This design comes from an exercise in tuning for small area, a short achievable clock period and few clock cycles on the open sky130 flow, not from production work. Where RTL was checked, it was by simulation tests only, not by an equivalence proof against the original. No activity file was given, so power comes from the tool's default toggle rates.

==> 01-02: inputs <==
==> flow/design.v <==
module scc_lnkdec (
    input  wire        clk,
    input  wire        rst,
    input  wire        start,
    input  wire        use_crc,
    input  wire [31:0] rxlen,
    input  wire [31:0] explen,
    output wire        ready,
    output wire        done,
    output wire [31:0] nvalid,
    output wire [31:0] ninvalid,
    output wire [31:0] reclen,
    input  wire        in_valid,
    output wire        in_ready,
    input  wire [31:0] in_data,
    output wire        out_valid,
    input  wire        out_ready,
    output wire [31:0] out_data,
    output wire        vm_valid,
    input  wire        vm_ready,
    output wire [31:0] vm_data
);
    function [3:0] ham_dec(input [6:0] c);
        reg [2:0] s;
        reg [3:0] f;
        begin
            s[2] = c[6] ^ c[5] ^ c[3] ^ c[2];    
            s[1] = c[6] ^ c[4] ^ c[3] ^ c[1];    
            s[0] = c[5] ^ c[4] ^ c[3] ^ c[0];    
            case (s)
                3'd6:    f = 4'b1000;            
                3'd5:    f = 4'b0100;            
                3'd3:    f = 4'b0010;            
                3'd7:    f = 4'b0001;            
                default: f = 4'b0000;            
            endcase
            ham_dec = c[6:3] ^ f;
        end
    endfunction
    function [2:0] crc_rem(input [15:0] v);
        integer i;
        reg [15:0] w;
        begin
            w = v;
            for (i = 15; i >= 3; i = i - 1)
                if (w[i])
                    w[i -: 4] = w[i -: 4] ^ 4'b1011;
            crc_rem = w[2:0];
        end
    endfunction
    reg         busy;
    reg         ready_r;
    reg         done_r;
    reg         mode_crc;
    reg  [26:0] whi;          
    reg  [4:0]  wtl;          
    reg         wtl_p;        
    reg         more;         
    reg         lastw;        
    reg         in_rdy;
    reg  [5:0]  lft;          
    reg  [2:0]  ph;           
    reg  [34:0] aln;          
    reg  [2:0]  anc;          
    reg         av;
    reg  [11:0] pnd;          
    reg  [1:0]  pn;
    reg  [13:0] qd [0:3];     
    reg  [2:0]  qn;
    reg  [31:0] kk;           
    reg         kbig;         
    reg         hz;           
    reg  [31:0] acc;          
    reg  [4:0]  ao;           
    reg  [31:0] ow;
    reg         ov;
    reg  [31:0] vm_r;
    reg         vv;
    reg         fdone;        
    reg  [27:0] nvalid_r;     
    reg  [27:0] ninvalid_r;
    reg  [31:0] reclen_r;
    assign ready    = ready_r;
    assign done     = done_r;
    assign nvalid   = {4'd0, nvalid_r};
    assign ninvalid = {4'd0, ninvalid_r};
    assign reclen   = reclen_r;
    assign in_ready = in_rdy;
    assign out_valid = ov;
    assign out_data = ow;
    assign vm_valid = vv;
    assign vm_data  = vm_r;
    wire accept = start && ready_r;
    wire fire   = in_valid && in_rdy;
    wire in_end = !more && !av;               
    wire [40:0] s0x  = {lft, in_data, 3'b000};
    wire [40:0] s0sh = s0x >> ph;
    wire [5:0]  s0v  = (lastw && wtl_p) ? {1'b0, wtl} : 6'd32;
    wire [5:0]  s0t  = {3'b000, ph} + s0v;
    wire [2:0]  s0nc = (s0t >= 6'd35) ? 3'd5 : (s0t >= 6'd28) ? 3'd4 :
                       (s0t >= 6'd21) ? 3'd3 : (s0t >= 6'd14) ? 3'd2 :
                       (s0t >= 6'd7)  ? 3'd1 : 3'd0;
    wire [2:0]  ph_n = (ph >= 3'd3) ? ph - 3'd3 : ph + 3'd4;
    wire [3:0] n0 = ham_dec(aln[34:28]);
    wire [3:0] n1 = ham_dec(aln[27:21]);
    wire [3:0] n2 = ham_dec(aln[20:14]);
    wire [3:0] n3 = ham_dec(aln[13:7]);
    wire [3:0] n4 = ham_dec(aln[6:0]);
    wire [19:0] nw = {n0, n1, n2, n3, n4};
    reg  [31:0] seq;
    always @* begin
        case (pn)
            2'd0: seq = {nw, 12'd0};
            2'd1: seq = {pnd[11:8], nw, 8'd0};
            2'd2: seq = {pnd[11:4], nw, 4'd0};
            default: seq = {pnd, nw};
        endcase
    end
    wire [3:0]  s1t   = {2'b00, pn} + {1'b0, anc};
    wire        pass0 = (crc_rem(seq[31:16]) == 3'd0);
    wire        pass1 = (crc_rem(seq[15:0]) == 3'd0);
    wire        h_pad = in_end && !hz;
    wire [4:0]  h_raw = av ? {anc, 2'b00} : 5'd20;
    wire        h_cut = !kbig && (kk[4:0] < h_raw);
    wire [4:0]  h_len = h_cut ? kk[4:0] : h_raw;
    wire        h_fin = !kbig && (kk[4:0] <= h_raw);
    wire [19:0] h_dat = av ? (nw & ~(20'hfffff >> h_len)) : 20'd0;
    reg  [1:0]  s1m;          
    always @* begin
        if (mode_crc)
            s1m = (s1t >= 4'd8) ? 2'd2 : (s1t >= 4'd4) ? 2'd1 : 2'd0;
        else
            s1m = hz ? 2'd0 : 2'd2;
    end
    wire        s1room = (s1m == 2'd2) ? !qn[2] && !(qn[1] && qn[0]) :
                         (s1m == 2'd1) ? !qn[2] : 1'b1;
    wire        s1go  = av && s1room;
    wire        s1pad = busy && !mode_crc && h_pad && !qn[2] && !(qn[1] && qn[0]);
    wire        s1push = s1go || s1pad;
    wire [13:0] slot0 = mode_crc ? {pass0, seq[31:19]} : {1'b0, h_dat[19:7]};
    wire [13:0] slot1 = mode_crc ? {pass1, seq[15:3]}  : {1'b0, h_dat[6:0], h_len, h_fin};
    wire [1:0]  s1n   = mode_crc ? (s1go ? s1m : 2'd0) : (s1push && !hz ? 2'd2 : 2'd0);
    wire [13:0] e0 = qd[0];
    wire [13:0] e1 = qd[1];
    wire        q1 = (qn != 3'd0);
    wire        q2 = qn[2] | qn[1];
    wire        vm_ok = !vv || vm_ready;
    wire        ow_ok = !ov || out_ready;
    wire        a19 = (ao >= 5'd19);
    reg  [19:0] cd;           
    reg  [4:0]  cl;           
    reg         emit_vm;      
    reg         sel1;         
    reg  [1:0]  pop;
    reg  [1:0]  nfail;
    reg         fin;          
    reg         need_ow;
    always @* begin
        emit_vm = 1'b0; sel1 = 1'b0; pop = 2'd0; nfail = 2'd0;
        cd = 20'd0; cl = 5'd0; fin = 1'b0; need_ow = 1'b0;
        if (mode_crc) begin
            emit_vm = q1 && (e0[13] || (q2 && e1[13]));
            sel1    = !e0[13];
            pop     = !q1 ? 2'd0 : e0[13] ? 2'd1 : q2 ? 2'd2 : 2'd1;
            nfail   = !q1 ? 2'd0 : e0[13] ? 2'd0 : (q2 && !e1[13]) ? 2'd2 : 2'd1;
            cd      = emit_vm ? {sel1 ? e1[12:0] : e0[12:0], 7'd0} : 20'd0;
            cl      = emit_vm ? 5'd13 : 5'd0;
            fin     = in_end && (pop == 2'd0 ? !q1 : pop == 2'd1 ? !q2 :
                                 !qn[2] && !(qn[1] && qn[0]));
            need_ow = (emit_vm && a19) || (fin && (emit_vm || ao != 5'd0));
        end else begin
            pop     = q2 ? 2'd2 : 2'd0;
            cd      = q2 ? {e0[12:0], e1[12:6]} : 20'd0;
            cl      = q2 ? e1[5:1] : 5'd0;
            fin     = q2 ? e1[0] : (hz && !q1);
            need_ow = ({1'b0, ao} + {1'b0, cl} >= 6'd32) || (fin && (ao != 5'd0 || cl != 5'd0));
        end
    end
    wire        s2go = busy && (!emit_vm || vm_ok) && (!need_ow || ow_ok);
    wire [5:0]  tot  = {1'b0, ao} + {1'b0, cl};
    wire [51:0] f    = {acc, 20'd0} | ({cd, 32'd0} >> ao);
    wire        h_borrow = (kk[4:0] < h_len);
    wire        kbig_n   = kbig && (!h_borrow || (kk[31:6] != 26'd0));
    wire        av_n   = fire || (av && !s1go);
    wire [1:0]  qp     = s2go ? pop : 2'd0;
    wire [2:0]  qr     = qn - {1'b0, qp};           
    wire [2:0]  qn_n   = qr + {1'b0, s1n};
    wire [31:0] k13    = kk + 32'd13;
    wire [31:0] k26    = kk + 32'd26;
    wire [27:0] ni1    = ninvalid_r + 28'd1;
    wire [27:0] ni2    = ninvalid_r + 28'd2;
    integer i;
    wire        more_n = fire ? !lastw : more;
    wire        ov_n   = (s2go && need_ow) || (ov && !out_ready);
    wire        vv_n   = (s2go && emit_vm) || (vv && !vm_ready);
    wire        fd_n   = fdone || (s2go && fin && !(tot[5] && tot[4:0] != 5'd0));
    always @(posedge clk) begin
        if (rst) begin
            busy       <= 1'b0;
            ready_r    <= 1'b1;
            done_r     <= 1'b0;
            more       <= 1'b0;
            lastw      <= 1'b0;
            in_rdy     <= 1'b0;
            av         <= 1'b0;
            qn         <= 3'd0;
            ao         <= 5'd0;
            ov         <= 1'b0;
            vv         <= 1'b0;
            fdone      <= 1'b1;
            nvalid_r   <= 28'd0;
            ninvalid_r <= 28'd0;
            reclen_r   <= 32'd0;
        end else begin
            done_r <= 1'b0;
            if (accept) begin
                busy       <= 1'b1;
                ready_r    <= 1'b0;
                mode_crc   <= use_crc;
                whi        <= rxlen[31:5];
                wtl        <= rxlen[4:0];
                wtl_p      <= (rxlen[4:0] != 5'd0);
                more       <= (rxlen != 32'd0);
                lastw      <= (rxlen[31:5] == 27'd0) ||
                              (rxlen[31:5] == 27'd1 && rxlen[4:0] == 5'd0);
                in_rdy     <= (rxlen != 32'd0);
                ph         <= 3'd0;
                pn         <= 2'd0;
                acc        <= 32'd0;
                kk         <= use_crc ? 32'd0 : explen;
                kbig       <= (explen[31:5] != 27'd0);
                hz         <= (explen == 32'd0);
                fdone      <= !use_crc && (explen == 32'd0);
                nvalid_r   <= 28'd0;
                ninvalid_r <= 28'd0;
                reclen_r   <= use_crc ? 32'd0 : explen;
            end
            if (fire) begin
                aln  <= s0sh[34:0];
                anc  <= s0nc;
                lft  <= in_data[5:0];
                ph   <= ph_n;
                if (whi != 27'd0) begin
                    whi <= whi - 27'd1;
                end else begin
                    wtl_p <= 1'b0;
                end
                more  <= !lastw;
                lastw <= (whi == 27'd2 && !wtl_p) || (whi == 27'd1 && wtl_p);
            end
            av <= av_n;
            if (busy)
                in_rdy <= more_n && (!av_n || !qn_n[2] && !(qn_n[1] && qn_n[0]));
            if (s1go && mode_crc) begin
                if (s1t >= 4'd8) begin
                    pn <= s1t[1:0];
                end else if (s1t >= 4'd4) begin
                    pnd <= seq[15:4];
                    pn  <= s1t[1:0];
                end else begin
                    pnd <= seq[31:20];
                    pn  <= s1t[1:0];
                end
            end
            for (i = 0; i < 4; i = i + 1) begin
                if (i < qr)
                    qd[i] <= (qp == 2'd2) ? qd[(i + 2) % 4] : (qp == 2'd1) ? qd[(i + 1) % 4] : qd[i];
                else if (i == qr && s1n != 2'd0)
                    qd[i] <= slot0;
                else if (i == qr + 1 && s1n == 2'd2)
                    qd[i] <= slot1;
            end
            if (!mode_crc && s1push && !hz) begin
                kk   <= kk - {27'd0, h_len};
                kbig <= kbig_n;
                hz   <= h_fin;
            end
            qn <= qn_n;
            if (ov && out_ready) ov <= 1'b0;
            if (vv && vm_ready)  vv <= 1'b0;
            if (s2go) begin
                if (emit_vm) begin
                    vm_r     <= sel1 ? k13 : kk;
                    vv       <= 1'b1;
                    nvalid_r <= nvalid_r + 28'd1;
                    reclen_r <= reclen_r + 32'd13;
                end
                if (nfail == 2'd2)
                    ninvalid_r <= ni2;
                else if (nfail == 2'd1)
                    ninvalid_r <= ni1;
                if (mode_crc && pop == 2'd2)
                    kk <= k26;
                else if (mode_crc && pop == 2'd1)
                    kk <= k13;
                fdone <= fd_n;
                if (tot[5]) begin
                    ow  <= f[51:20];
                    ov  <= 1'b1;
                    acc <= {f[19:0], 12'd0};
                    ao  <= tot[4:0];
                end else if (fin && tot != 6'd0) begin
                    ow  <= f[51:20];
                    ov  <= 1'b1;
                    acc <= 32'd0;
                    ao  <= 5'd0;
                end else begin
                    acc <= f[51:20];
                    ao  <= tot[4:0];
                end
            end
            if (busy && fd_n && !more_n && !av_n && !ov_n && !vv_n) begin
                busy    <= 1'b0;
                ready_r <= 1'b1;
                done_r  <= 1'b1;
            end
        end
    end
endmodule
==> flow/flow/run.sh <==
#!/bin/bash
# Standard layout, with timing repair aimed at a larger setup margin.
bash standard.sh SETUP_SLACK_MARGIN=6 finish > standard.log 2>&1
==> flow/standard.sh <==
#!/bin/bash
# synth_recipe.tcl (not shown) runs the flow's synth.tcl, then flattens the netlist and writes it again
# the make line also repeats each setting of config.mk as NAME=value (left out here)
make -C /OpenROAD-flow-scripts/flow DESIGN_CONFIG=/design/flow/config.mk WORK_HOME=/design/flow/orfs CLKGATE_MAP_FILE= SYNTH_SCRIPT=/design/flow/synth_recipe.tcl "${@:-finish}"
==> flow/config.mk <==
export PLATFORM = sky130hd
export DESIGN_NAME = scc_lnkdec
export DESIGN_NICKNAME = scc_lnkdec
export VERILOG_FILES = /design/flow/design.v
export SDC_FILE = /design/flow/constraint.sdc
export NUM_CORES = 4
export LEC_CHECK = 0
export CAP_MARGIN = 20
export CORE_MARGIN = 2
export CORE_UTILIZATION = 40
export PLACE_DENSITY = 0.6
export SETUP_SLACK_MARGIN = 5
export SLEW_MARGIN = 20
==> flow/constraint.sdc <==
create_clock -name core_clock -period 10.0 [get_ports {clk}]
set_input_delay 2.0000 -clock core_clock [delete_from_list [all_inputs] [get_ports {clk}]]
set_output_delay 2.0000 -clock core_clock [all_outputs]
set_load 0.01 [all_outputs]
==> 09-19 (differences from 01-02) <==
==> flow/design.v, changed modules only <==
module scc_lnkdec (
    input  wire        clk,
    input  wire        rst,
    input  wire        start,
    input  wire        use_crc,
    input  wire [31:0] rxlen,
    input  wire [31:0] explen,
    output wire        ready,
    output wire        done,
    output wire [31:0] nvalid,
    output wire [31:0] ninvalid,
    output wire [31:0] reclen,
    input  wire        in_valid,
    output wire        in_ready,
    input  wire [31:0] in_data,
    output wire        out_valid,
    input  wire        out_ready,
    output wire [31:0] out_data,
    output wire        vm_valid,
    input  wire        vm_ready,
    output wire [31:0] vm_data
);
    function [3:0] ham_dec(input [6:0] c);
        reg [2:0] s;
        reg [3:0] f;
        begin
            s[2] = c[6] ^ c[5] ^ c[3] ^ c[2];    
            s[1] = c[6] ^ c[4] ^ c[3] ^ c[1];    
            s[0] = c[5] ^ c[4] ^ c[3] ^ c[0];    
            case (s)
                3'd6:    f = 4'b1000;            
                3'd5:    f = 4'b0100;            
                3'd3:    f = 4'b0010;            
                3'd7:    f = 4'b0001;            
                default: f = 4'b0000;            
            endcase
            ham_dec = c[6:3] ^ f;
        end
    endfunction
    function [2:0] crc_rem(input [15:0] v);
        integer i;
        reg [15:0] w;
        begin
            w = v;
            for (i = 15; i >= 3; i = i - 1)
                if (w[i])
                    w[i -: 4] = w[i -: 4] ^ 4'b1011;
            crc_rem = w[2:0];
        end
    endfunction
    reg         busy;
    reg         ready_r;
    reg         done_r;
    reg         mode_crc;
    reg  [26:0] whi;          
    reg  [4:0]  wtl;          
    reg         wtl_p;        
    reg         more;         
    reg         lastw;        
    reg         in_rdy;
    reg  [5:0]  lft;          
    reg  [2:0]  ph;           
    reg  [19:0] nw;           
    reg  [2:0]  anc;          
    reg         av;
    reg  [11:0] pnd;          
    reg  [1:0]  pn;
    reg  [13:0] qd [0:3];     
    reg  [3:0]  qv;           
    reg  [31:0] kk;           
    reg         kj;
    reg         kbig;         
    reg         hz;           
    reg  [31:0] acc;          
    reg  [4:0]  ao;           
    reg  [31:0] ow;
    reg         ov;
    reg         vv;
    reg         fdone;        
    reg  [27:0] nvalid_r;     
    reg  [27:0] ninvalid_r;
    reg  [31:0] reclen_r;
    assign ready    = ready_r;
    assign done     = done_r;
    assign nvalid   = {4'd0, nvalid_r};
    assign ninvalid = {4'd0, ninvalid_r};
    assign reclen   = reclen_r;
    assign in_ready = in_rdy;
    assign out_valid = ov;
    assign out_data = ow;
    assign vm_valid = vv;
    assign vm_data  = kk;
    wire accept = start && ready_r;
    wire fire   = in_valid && in_rdy;
    wire in_end = !more && !av;               
    wire [40:0] s0x  = {lft, in_data, 3'b000};
    wire [40:0] s0sh = s0x >> ph;
    wire [5:0]  s0v  = (lastw && wtl_p) ? {1'b0, wtl} : 6'd32;
    wire [5:0]  s0t  = {3'b000, ph} + s0v;
    wire [2:0]  s0nc = (s0t >= 6'd35) ? 3'd5 : (s0t >= 6'd28) ? 3'd4 :
                       (s0t >= 6'd21) ? 3'd3 : (s0t >= 6'd14) ? 3'd2 :
                       (s0t >= 6'd7)  ? 3'd1 : 3'd0;
    wire [2:0]  ph_n = (ph >= 3'd3) ? ph - 3'd3 : ph + 3'd4;
    wire [19:0] s0nw = {ham_dec(s0sh[34:28]), ham_dec(s0sh[27:21]), ham_dec(s0sh[20:14]),
                        ham_dec(s0sh[13:7]), ham_dec(s0sh[6:0])};
    reg  [31:0] seq;
    always @* begin
        case (pn)
            2'd0: seq = {nw, 12'd0};
            2'd1: seq = {pnd[11:8], nw, 8'd0};
            2'd2: seq = {pnd[11:4], nw, 4'd0};
            default: seq = {pnd, nw};
        endcase
    end
    wire [3:0]  s1t   = {2'b00, pn} + {1'b0, anc};
    wire        pass0 = (crc_rem(seq[31:16]) == 3'd0);
    wire        pass1 = (crc_rem(seq[15:0]) == 3'd0);
    wire [26:0] kk_inc = kk[31:5] + 27'd1;
    wire [26:0] kk_dec = kk[31:5] - 27'd1;
    wire        h_pad = in_end && !hz;
    wire [4:0]  h_raw = av ? {anc, 2'b00} : 5'd20;
    wire        h_cut = !kbig && (kk[4:0] < h_raw);
    wire [4:0]  h_len = h_cut ? kk[4:0] : h_raw;
    wire        h_fin = !kbig && (kk[4:0] <= h_raw);
    wire [19:0] h_dat = av ? (nw & ~(20'hfffff >> h_len)) : 20'd0;
    reg  [1:0]  s1m;          
    always @* begin
        if (mode_crc)
            s1m = (s1t >= 4'd8) ? 2'd2 : (s1t >= 4'd4) ? 2'd1 : 2'd0;
        else
            s1m = hz ? 2'd0 : 2'd2;
    end
    wire        s1room = (s1m == 2'd2) ? !qv[2] : (s1m == 2'd1) ? !qv[3] : 1'b1;
    wire        s1go  = av && s1room;
    wire        s1pad = busy && !mode_crc && h_pad && !qv[2];
    wire        s1push = s1go || s1pad;
    wire [13:0] slot0 = mode_crc ? {pass0, seq[31:19]} : {1'b0, h_dat[19:7]};
    wire [13:0] slot1 = mode_crc ? {pass1, seq[15:3]}  : {1'b0, h_dat[6:0], h_len, h_fin};
    wire [1:0]  s1n   = mode_crc ? (s1go ? s1m : 2'd0) : (s1push && !hz ? 2'd2 : 2'd0);
    wire [13:0] e0 = qd[0];
    wire [13:0] e1 = qd[1];
    wire        q1 = qv[0];
    wire        q2 = qv[1];
    wire        vm_ok = !vv || vm_ready;
    wire        ow_ok = !ov || out_ready;
    wire        a19 = (ao >= 5'd19);
    reg  [19:0] cd;           
    reg  [4:0]  cl;           
    reg         emit_vm;      
    reg         sel1;         
    reg  [1:0]  pop;
    reg  [1:0]  nfail;
    reg         fin;          
    reg         need_ow;
    always @* begin
        emit_vm = 1'b0; sel1 = 1'b0; pop = 2'd0; nfail = 2'd0;
        cd = 20'd0; cl = 5'd0; fin = 1'b0; need_ow = 1'b0;
        if (mode_crc) begin
            emit_vm = q1 && (e0[13] || (q2 && e1[13]));
            sel1    = !e0[13];
            pop     = !q1 ? 2'd0 : e0[13] ? 2'd1 : (q2 && e1[13]) ? 2'd2 : 2'd1;
            nfail   = !q1 ? 2'd0 : e0[13] ? 2'd0 : 2'd1;
            cd      = emit_vm ? {sel1 ? e1[12:0] : e0[12:0], 7'd0} : 20'd0;
            cl      = emit_vm ? 5'd13 : 5'd0;
            fin     = in_end && (pop == 2'd0 ? !qv[0] : pop == 2'd1 ? !qv[1] : !qv[2]);
            need_ow = (emit_vm && a19) || (fin && (emit_vm || ao != 5'd0));
        end else begin
            pop     = q2 ? 2'd2 : 2'd0;
            cd      = q2 ? {e0[12:0], e1[12:6]} : 20'd0;
            cl      = q2 ? e1[5:1] : 5'd0;
            fin     = q2 ? e1[0] : (hz && !q1);
            need_ow = ({1'b0, ao} + {1'b0, cl} >= 6'd32) || (fin && (ao != 5'd0 || cl != 5'd0));
        end
    end
    wire        s2go = busy && vm_ok && ow_ok;
    wire [5:0]  tot  = {1'b0, ao} + {1'b0, cl};
    wire [51:0] f    = {acc, 20'd0} | ({cd, 32'd0} >> ao);
    wire [5:0]  h_lo     = {1'b0, kk[4:0]} - {1'b0, h_raw};
    wire [31:0] h_sub    = {h_lo[5] ? kk_dec : kk[31:5], h_lo[4:0]};
    wire        kbig_n   = kbig && ((kk[4:0] >= h_raw) || (kk[31:6] != 26'd0));
    wire        av_n   = fire || (av && !s1go);
    wire [1:0]  qp     = s2go ? pop : 2'd0;
    wire [3:0]  qa     = (qp == 2'd2) ? {2'b00, qv[3:2]} :
                         (qp == 2'd1) ? {1'b0, qv[3:1]} : qv;    
    wire [3:0]  qw0    = ~qa & {qa[2:0], 1'b1};                  
    wire [3:0]  qw1    = {qw0[2:0], 1'b0};                       
    wire [3:0]  qv_n   = qa | ((s1n != 2'd0) ? qw0 : 4'd0) | ((s1n == 2'd2) ? qw1 : 4'd0);
    wire [1:0]  kd     = {1'b0, kj} + (emit_vm ? {1'b0, sel1} : pop);
    wire [5:0]  k_lo   = {1'b0, kk[4:0]} + ((kd == 2'd2) ? 6'd26 : (kd == 2'd1) ? 6'd13 : 6'd0);
    wire [31:0] k_add  = {k_lo[5] ? kk_inc : kk[31:5], k_lo[4:0]};
    wire [1:0]  pn_n   = (s1go && mode_crc) ? s1t[1:0] : pn;
    wire [3:0]  t_n    = fire ? {2'b00, pn_n} + {1'b0, s0nc} : s1t;
    wire [1:0]  m_n    = !mode_crc ? 2'd2 : (t_n >= 4'd8) ? 2'd2 : (t_n >= 4'd4) ? 2'd1 : 2'd0;
    integer i;
    wire        more_n = fire ? !lastw : more;
    wire        ov_n   = (s2go && need_ow) || (ov && !out_ready);
    wire        vv_n   = (s2go && emit_vm) || (vv && !vm_ready);
    wire        fd_n   = fdone || (s2go && fin && !(tot[5] && tot[4:0] != 5'd0));
    always @(posedge clk) begin
        if (rst) begin
            busy       <= 1'b0;
            ready_r    <= 1'b1;
            done_r     <= 1'b0;
            more       <= 1'b0;
            lastw      <= 1'b0;
            in_rdy     <= 1'b0;
            av         <= 1'b0;
            qv         <= 4'd0;
            ao         <= 5'd0;
            ov         <= 1'b0;
            vv         <= 1'b0;
            fdone      <= 1'b1;
            nvalid_r   <= 28'd0;
            ninvalid_r <= 28'd0;
            reclen_r   <= 32'd0;
        end else begin
            done_r <= 1'b0;
            if (accept) begin
                busy       <= 1'b1;
                ready_r    <= 1'b0;
                mode_crc   <= use_crc;
                whi        <= rxlen[31:5];
                wtl        <= rxlen[4:0];
                wtl_p      <= (rxlen[4:0] != 5'd0);
                more       <= (rxlen != 32'd0);
                lastw      <= (rxlen[31:5] == 27'd0) ||
                              (rxlen[31:5] == 27'd1 && rxlen[4:0] == 5'd0);
                in_rdy     <= (rxlen != 32'd0);
                ph         <= 3'd0;
                pn         <= 2'd0;
                acc        <= 32'd0;
                kk         <= use_crc ? 32'hfffffff3 : explen;    
                kj         <= 1'b1;
                kbig       <= (explen[31:5] != 27'd0);
                hz         <= (explen == 32'd0);
                fdone      <= !use_crc && (explen == 32'd0);
                nvalid_r   <= 28'd0;
                ninvalid_r <= 28'd0;
                reclen_r   <= use_crc ? 32'd0 : explen;
            end
            if (fire) begin
                nw   <= s0nw;
                anc  <= s0nc;
                lft  <= in_data[5:0];
                ph   <= ph_n;
                if (whi != 27'd0) begin
                    whi <= whi - 27'd1;
                end else begin
                    wtl_p <= 1'b0;
                end
                more  <= !lastw;
                lastw <= (whi == 27'd2 && !wtl_p) || (whi == 27'd1 && wtl_p);
            end
            av <= av_n;
            if (busy)
                in_rdy <= more_n && (!av_n || ((m_n == 2'd2) ? !qv_n[2] : (m_n == 2'd1) ? !qv_n[3] : 1'b1));
            if (s1go && mode_crc) begin
                if (s1t >= 4'd8) begin
                    pn <= s1t[1:0];
                end else if (s1t >= 4'd4) begin
                    pnd <= seq[15:4];
                    pn  <= s1t[1:0];
                end else begin
                    pnd <= seq[31:20];
                    pn  <= s1t[1:0];
                end
            end
            for (i = 0; i < 4; i = i + 1) begin
                if (qa[i])
                    qd[i] <= (qp == 2'd2) ? qd[(i + 2) % 4] : (qp == 2'd1) ? qd[(i + 1) % 4] : qd[i];
                else if (qw0[i] && s1n != 2'd0)
                    qd[i] <= slot0;
                else if (qw1[i] && s1n == 2'd2)
                    qd[i] <= slot1;
            end
            if (!mode_crc && s1push && !hz) begin
                kk   <= h_sub;
                kbig <= kbig_n;
                hz   <= h_fin;
            end
            qv <= qv_n;
            if (ov && out_ready) ov <= 1'b0;
            if (vv && vm_ready)  vv <= 1'b0;
            if (s2go) begin
                if (emit_vm) begin
                    vv       <= 1'b1;
                    nvalid_r <= nvalid_r + 28'd1;
                    reclen_r <= reclen_r + 32'd13;
                end
                if (nfail[0])
                    ninvalid_r <= ninvalid_r + 28'd1;
                if (mode_crc) begin
                    kk <= k_add;
                    kj <= emit_vm;
                end
                fdone <= fd_n;
                if (tot[5]) begin
                    ow  <= f[51:20];
                    ov  <= 1'b1;
                    acc <= {f[19:0], 12'd0};
                    ao  <= tot[4:0];
                end else if (fin && tot != 6'd0) begin
                    ow  <= f[51:20];
                    ov  <= 1'b1;
                    acc <= 32'd0;
                    ao  <= 5'd0;
                end else begin
                    acc <= f[51:20];
                    ao  <= tot[4:0];
                end
            end
            if (busy && fd_n && !more_n && !av_n && !ov_n && !vv_n) begin
                busy    <= 1'b0;
                ready_r <= 1'b1;
                done_r  <= 1'b1;
            end
        end
    end
endmodule
==> flow/flow/run.sh (replaced) <==
#!/bin/bash
# Standard layout with two changes: the port buffers are buf_1 cells, and
# timing repair aims at a larger setup margin.
bash standard.sh SETUP_SLACK_MARGIN=6.5 "BUFFER_PORTS_ARGS=-buffer_cell sky130_fd_sc_hd__buf_1" finish > standard.log 2>&1
CORE_UTILIZATION = 60   (was 40)
PLACE_DENSITY = 0.75   (was 0.6)
==> notes.md <==
Against 01-02, the total power of 09-19 is smaller by 23%. Between 01-02 and 09-19, the lower die area is in 09-19 (gap about 80%, measured against 09-19). In 09-19 the non-clock buffer count is lower than in 01-02, by 6. Between 01-02 and 09-19, the lower combinational power is in 09-19 (gap about 70%, measured against 09-19). Between 09-19 and 01-02, the lower design area is in 09-19 (gap about 20%, measured against 01-02). Between 01-02 and 09-19, the lower hold slack is in 01-02 (gap 3.8 ps). In 09-19 the clock skew is higher than in 01-02, by 3.7 ps. Between 01-02 and 09-19, the lower fmax is in 01-02 (gap about 19%, measured against 09-19). Of 09-19 and 01-02, 01-02 has the higher routed wire length (gap 21%, measured against 01-02).
==> figures <==
| item | 09-19 | 01-02 |
|---|---|---|
| Outcome | complete, no violations | complete, no violations |
| Synth Register Bits | 342 | 387 |
| Switching power | 1.33 mW | 1.89 mW |
| Area share of and/or/nand/nor cells after synthesis | 19.5% | 20.3% |
| Average footprint of a synthesized cell | 8.99 um2 | 8.59 um2 |
| Chip Height | 201 um | 267 um |
| Die Span X | 201 um | 267 um |
| Share of layout cells above drive strength 1 | 16.6% | 15.4% |
| Final period utilization | 37.6% | 46.2% |
| Worst hold margin | 490 ps | 487 ps |
| TritonCTS buffer count | 41 | 47 |
| Overall track demand over capacity in global routing | 36.4% | 27.2% |
| Largest stage delay on the critical path | 300 ps | 430 ps |
| Hold endpoint | nvalid_r[1] | nvalid_r[27] |
| Worst skew pair latency | 590 ps | 610 ps |
| Layout clock buffers | 59 | 60 |
| Required time worst endpoint | 10340 ps | 10320 ps |
| Placed cell areas | 24900 um2 | 31200 um2 |
| Buffer and inverter count on the worst path | 6 | 5 |
Testbench counts of 09-19, summed over its fixed seeds: cycles 5,988.
For 01-02, only the layout was checked, not whether the RTL still works.

==> re-timing with driven ports <==
The flow's constraints put no driver on any port. The routed layouts listed below were extracted and timed again, unchanged, in two steps. Step 1 sets driving cells, clkbuf_16 on the clock port and buf_2 on the other inputs (assumed; they add their load-dependent delay and slew). Step 2 moves the port delays by t, midway between the first and last clock arrival at a register: inputs arrive t later, outputs are due t later. That takes back most of the time a late clock gives input paths. Slacks: no drivers / after step 1 / after step 2; pairs: no drivers / after step 1.
run	t (ns)	setup slack, ns	worst slew at a driven data input, ns
01-02	0.665	5.382 / 5.382 / 4.834	0.09
09-19	0.632	6.237 / 6.265 / 5.633	0.09
After both steps setup and hold are still met in every run listed. For 09-19, which loses most, drivers alone change the setup slack by +0.028 ns; drivers and shift together by -0.604 ns.
